Context: an optimization exercise on an open-source flow, tuned for a short achievable clock period and few clock cycles. The choices shown serve that exercise and are no tape-out recipe. Function was checked by simulation only, so behaviour that the tests miss may differ from the original. No driver is modelled on the clock port, so clock power and skew are understated where the tree is cut down; a real chip needs a root buffer or a tree. No activity file was given, so power comes from the tool's default toggle rates.

sierra:
// pcf2127_rrc
module pcf2127_rrc (
    input  wire        clk,
    input  wire        rst,           
    input  wire        cmd_valid,
    input  wire [55:0] cmd_word,
    output reg         busy,
    output reg         done,
    output reg  [2:0]  status,
    output reg         bus_init,
    output reg  [7:0]  bus_selid,
    output reg         sel,
    output reg         xfer_req,
    output reg         xfer_rd,
    output reg  [7:0]  xfer_txd,
    input  wire        xfer_ack,
    input  wire        xfer_err,
    input  wire [7:0]  xfer_rxd,
    output reg         diag_valid,
    output reg  [4:0]  diag_idx,
    output wire [7:0]  diag_val,
    output reg  [7:0]  t_second,
    output reg  [7:0]  t_minute,
    output reg  [7:0]  t_hour,
    output reg  [7:0]  t_day,
    output reg  [7:0]  t_weekday,
    output reg  [7:0]  t_month,
    output reg  [7:0]  t_year
);
Size: roughly 2300 cells after synthesis, roughly 160 I/O pins, about 25000 sq um of cells after synthesis.
clock: 14.0 ns
lec_check: 0
cap_margin: 20
core_margin: 2
core_utilization: 65
place_density: 0.65
slew_margin: 20
synth_hierarchical: 1
standard.sh (not shown) runs the stock make flow with config.mk's settings and CLKGATE_MAP_FILE= SYNTH_SCRIPT=/design/flow/synth_recipe.tcl, a recipe that flattens the netlist after the stock synthesis.
==> flow/flow/run.sh <==
#!/bin/bash
set -euo pipefail
KNOBS="SETUP_SLACK_MARGIN=11 MATCH_CELL_FOOTPRINT=0"
bash standard.sh $KNOBS place > orfs_place.log 2>&1
MCTS_LEAF_SINKS=24 MCTS_ROOTS=4 MCTS_SETUP_MARGIN=11 \
  openroad -no_init -exit flow/cts.tcl > cts.log 2>&1
bash standard.sh $KNOBS finish > orfs_finish.log 2>&1
==> flow/flow/cts.tcl <==
# Clock tree step in place of ORFS's TritonCTS run: a hand-built two-level
# tree (flow/manual_cts.tcl), then the same repair and legalisation that
# ORFS's cts step does, written where ORFS's later steps read it.
set P $::env(FLOW_HOME)/platforms/sky130hd
set R [pwd]/orfs/results/sky130hd/pcf2127_rrc/base
read_lef $P/lef/sky130_fd_sc_hd.tlef
read_lef $P/lef/sky130_fd_sc_hd_merged.lef
read_liberty $P/lib/sky130_fd_sc_hd__tt_025C_1v80.lib
read_db $R/3_place.odb
read_sdc $R/3_place.sdc
source $P/setRC.tcl
set_dont_use {sky130_fd_sc_hd__probe_p_8 sky130_fd_sc_hd__probec_p_8 sky130_fd_sc_hd__lpflow_*}

source [file join [file dirname [info script]] manual_cts.tcl]
manual_cts clk $::env(MCTS_LEAF_SINKS) $::env(MCTS_ROOTS) sky130_fd_sc_hd__clkbuf_16

set_propagated_clock [all_clocks]
detailed_placement
estimate_parasitics -placement
report_clock_latency
repair_timing -setup_margin $::env(MCTS_SETUP_MARGIN) -hold_margin 0 -repair_tns 100 -verbose
detailed_placement
check_placement -verbose
estimate_parasitics -placement
report_clock_latency
report_worst_slack -max
report_worst_slack -min

write_db $R/4_1_cts.odb
write_sdc -no_timestamp $R/4_cts.sdc
file copy -force $R/4_1_cts.odb $R/4_cts.odb
Other scripts of this flow, unchanged in this note and not shown: flow/flow/manual_cts.tcl
Testbench counts of sierra, summed over its fixed seeds: cycles 398,866.
### sierra -> indigo
# sierra
export LEC_CHECK = 0
export CAP_MARGIN = 20
export CORE_MARGIN = 2
export CORE_UTILIZATION = 65
export PLACE_DENSITY = 0.65
export SLEW_MARGIN = 20
export SYNTH_HIERARCHICAL = 1
create_clock -name core_clock -period 14.0 [get_ports {clk}]
# indigo
export LEC_CHECK = 0
export CAP_MARGIN = 20
export CORE_MARGIN = 2
export CORE_UTILIZATION = 65
export PLACE_DENSITY = 0.75
export SLEW_MARGIN = 20
export SYNTH_HIERARCHICAL = 1
create_clock -name core_clock -period 14.0 [get_ports {clk}]
diff --git a/flow/flow/cts.tcl b/flow/flow/cts.tcl
--- a/flow/flow/cts.tcl
+++ b/flow/flow/cts.tcl
@@ -3 +3,3 @@
-# ORFS's cts step does, written where ORFS's later steps read it.
+# ORFS's cts step does, written where ORFS's later steps read it. Before the
+# tree is built, each output's flip-flop is moved next to its output buffer
+# (flow/pull_outputs.tcl).
@@ -14,0 +17,2 @@
+source [file join [file dirname [info script]] pull_outputs.tcl]
+pull_output_flops
==> flow/flow/pull_outputs.tcl (new file) <==
# Move the flip-flop that drives each output port's buffer next to that
# buffer, so that the flip-flop's output wire is short; detailed placement
# legalises the moved cells afterwards.
proc pull_output_flops {} {
  set block [ord::get_db_block]
  set moved 0
  foreach bt [$block getBTerms] {
    if {[$bt getIoType] ne "OUTPUT"} continue
    set net [$bt getNet]
    if {$net eq "NULL"} continue
    set buf ""
    foreach it [$net getITerms] {
      if {[$it isOutputSignal]} { set buf [$it getInst] }
    }
    if {$buf eq ""} continue
    set in_net ""
    foreach it [$buf getITerms] {
      if {[$it isInputSignal] && [$it getNet] ne "NULL" && [[$it getNet] getSigType] eq "SIGNAL"} { set in_net [$it getNet] }
    }
    if {$in_net eq ""} continue
    set drv ""
    foreach it [$in_net getITerms] {
      if {[$it isOutputSignal]} { set drv [$it getInst] }
    }
    if {$drv eq "" || ![string match "*dfxtp*" [[$drv getMaster] getName]]} continue
    lassign [$buf getLocation] bx by
    $drv setLocation $bx $by
    $drv setPlacementStatus PLACED
    incr moved
  }
  puts "pull_output_flops: moved $moved flip-flops"
}
Notes after the runs:
[indigo vs sierra] combinational cell fraction of total power: higher in indigo
In the flow results for indigo and sierra, the first-pass GRT wire length is smaller on sierra.
A master of the slowest instance on the critical path of dfxtp_4 is what indigo shows, while dfxtp_2 belongs to sierra.
Longest individual stage delay on the worst path up 0.02 ns in indigo wrt sierra
The source-to-sink clock delay at the later pin of the worst-skew pair was comparable across indigo and sierra.
Going from sierra to indigo, the growth of design area from synthesis to finish was found to have gone up by 0.69 points.
Row portion of total power attributed to the clock network: indigo lower / sierra higher
Of the two candidates, sierra has the better static leakage and indigo the worse one.
Compared to sierra, the routing of indigo uses more wire.
Diff sierra -> indigo: routed via count now sits higher; final non-filler cell area has increased; worst setup slack went down by 0.028 ns.
--- input diff indigo..fjord ---
# indigo
export LEC_CHECK = 0
export CAP_MARGIN = 20
export CORE_MARGIN = 2
export CORE_UTILIZATION = 65
export PLACE_DENSITY = 0.75
export SLEW_MARGIN = 20
export SYNTH_HIERARCHICAL = 1
create_clock -name core_clock -period 14.0 [get_ports {clk}]
# fjord
export LEC_CHECK = 0
export CAP_MARGIN = 20
export CORE_MARGIN = 2
export CORE_UTILIZATION = 72
export PLACE_DENSITY = 0.8
export SLEW_MARGIN = 20
export SYNTH_HIERARCHICAL = 1
create_clock -name core_clock -period 14.0 [get_ports {clk}]
diff --git a/flow/flow/cts.tcl b/flow/flow/cts.tcl
--- a/flow/flow/cts.tcl
+++ b/flow/flow/cts.tcl
@@ -3,3 +3 @@
-# ORFS's cts step does, written where ORFS's later steps read it. Before the
-# tree is built, each output's flip-flop is moved next to its output buffer
-# (flow/pull_outputs.tcl).
+# ORFS's cts step does, written where ORFS's later steps read it.
@@ -17,2 +14,0 @@
-source [file join [file dirname [info script]] pull_outputs.tcl]
-pull_output_flops
removed: flow/flow/pull_outputs.tcl
==> comparison <==
- fjord against indigo: minimum period implied by the final worst setup slack climbed 0.058 ns; met3 layer usage reported by global route now larger.
- Length of the first detailed-routing pass in iterations: lower on fjord
- Compared with indigo, fjord supports a lower clock frequency.
- indigo → fjord: total global-route track usage picked up an extra 6.0 points, design area went down by about 0.6%.
- Compared fjord vs indigo, and logic depth of the worst setup path including buffers is up in fjord.
- fjord: die area about 10% below indigo
- When fjord is measured against indigo, its clock group share of total power turns out 0.4 points higher.
- After synthesis and placement, the instance count of fjord is below that of indigo.
- Taking indigo as the reference point, the area of the multi-input gates of fjord rises by about 0.47%.
No run of this note takes its clock network from TritonCTS; it comes from the design's own scripts or RTL.

## static timing again, ports no longer ideal
The flow's constraints put no driver on any port. The routed layouts listed below were extracted and timed again, unchanged, in two steps. Step 1 sets driving cells, clkbuf_16 on the clock port and buf_2 on the other inputs (assumed; they add their load-dependent delay and slew). Step 2 moves the port delays by t, midway between the first and last clock arrival at a register: inputs arrive t later, outputs are due t later. That takes back most of the time a late clock gives input paths. Slacks: no drivers / after step 1 / after step 2; pairs: no drivers / after step 1.
| run | shift t [ns] | setup slack, ns | worst setup path at the end | worst data-port slew with drivers (ns) | pins driven straight from the clock port |
|---|---|---|---|---|---|
| sierra | 0.451 | 10.361 / 10.263 / 10.065 | input to register | 0.05 | 4 |
| indigo | 0.448 | 10.333 / 10.236 / 10.027 | input to register | 0.05 | 4 |
| fjord | 0.458 | 10.275 / 10.215 / 9.884 | input to register | 0.05 | 4 |
After both steps every run listed still meets setup and hold. For fjord, which loses most, drivers alone change the setup slack by -0.060 ns; drivers and shift together by -0.391 ns.
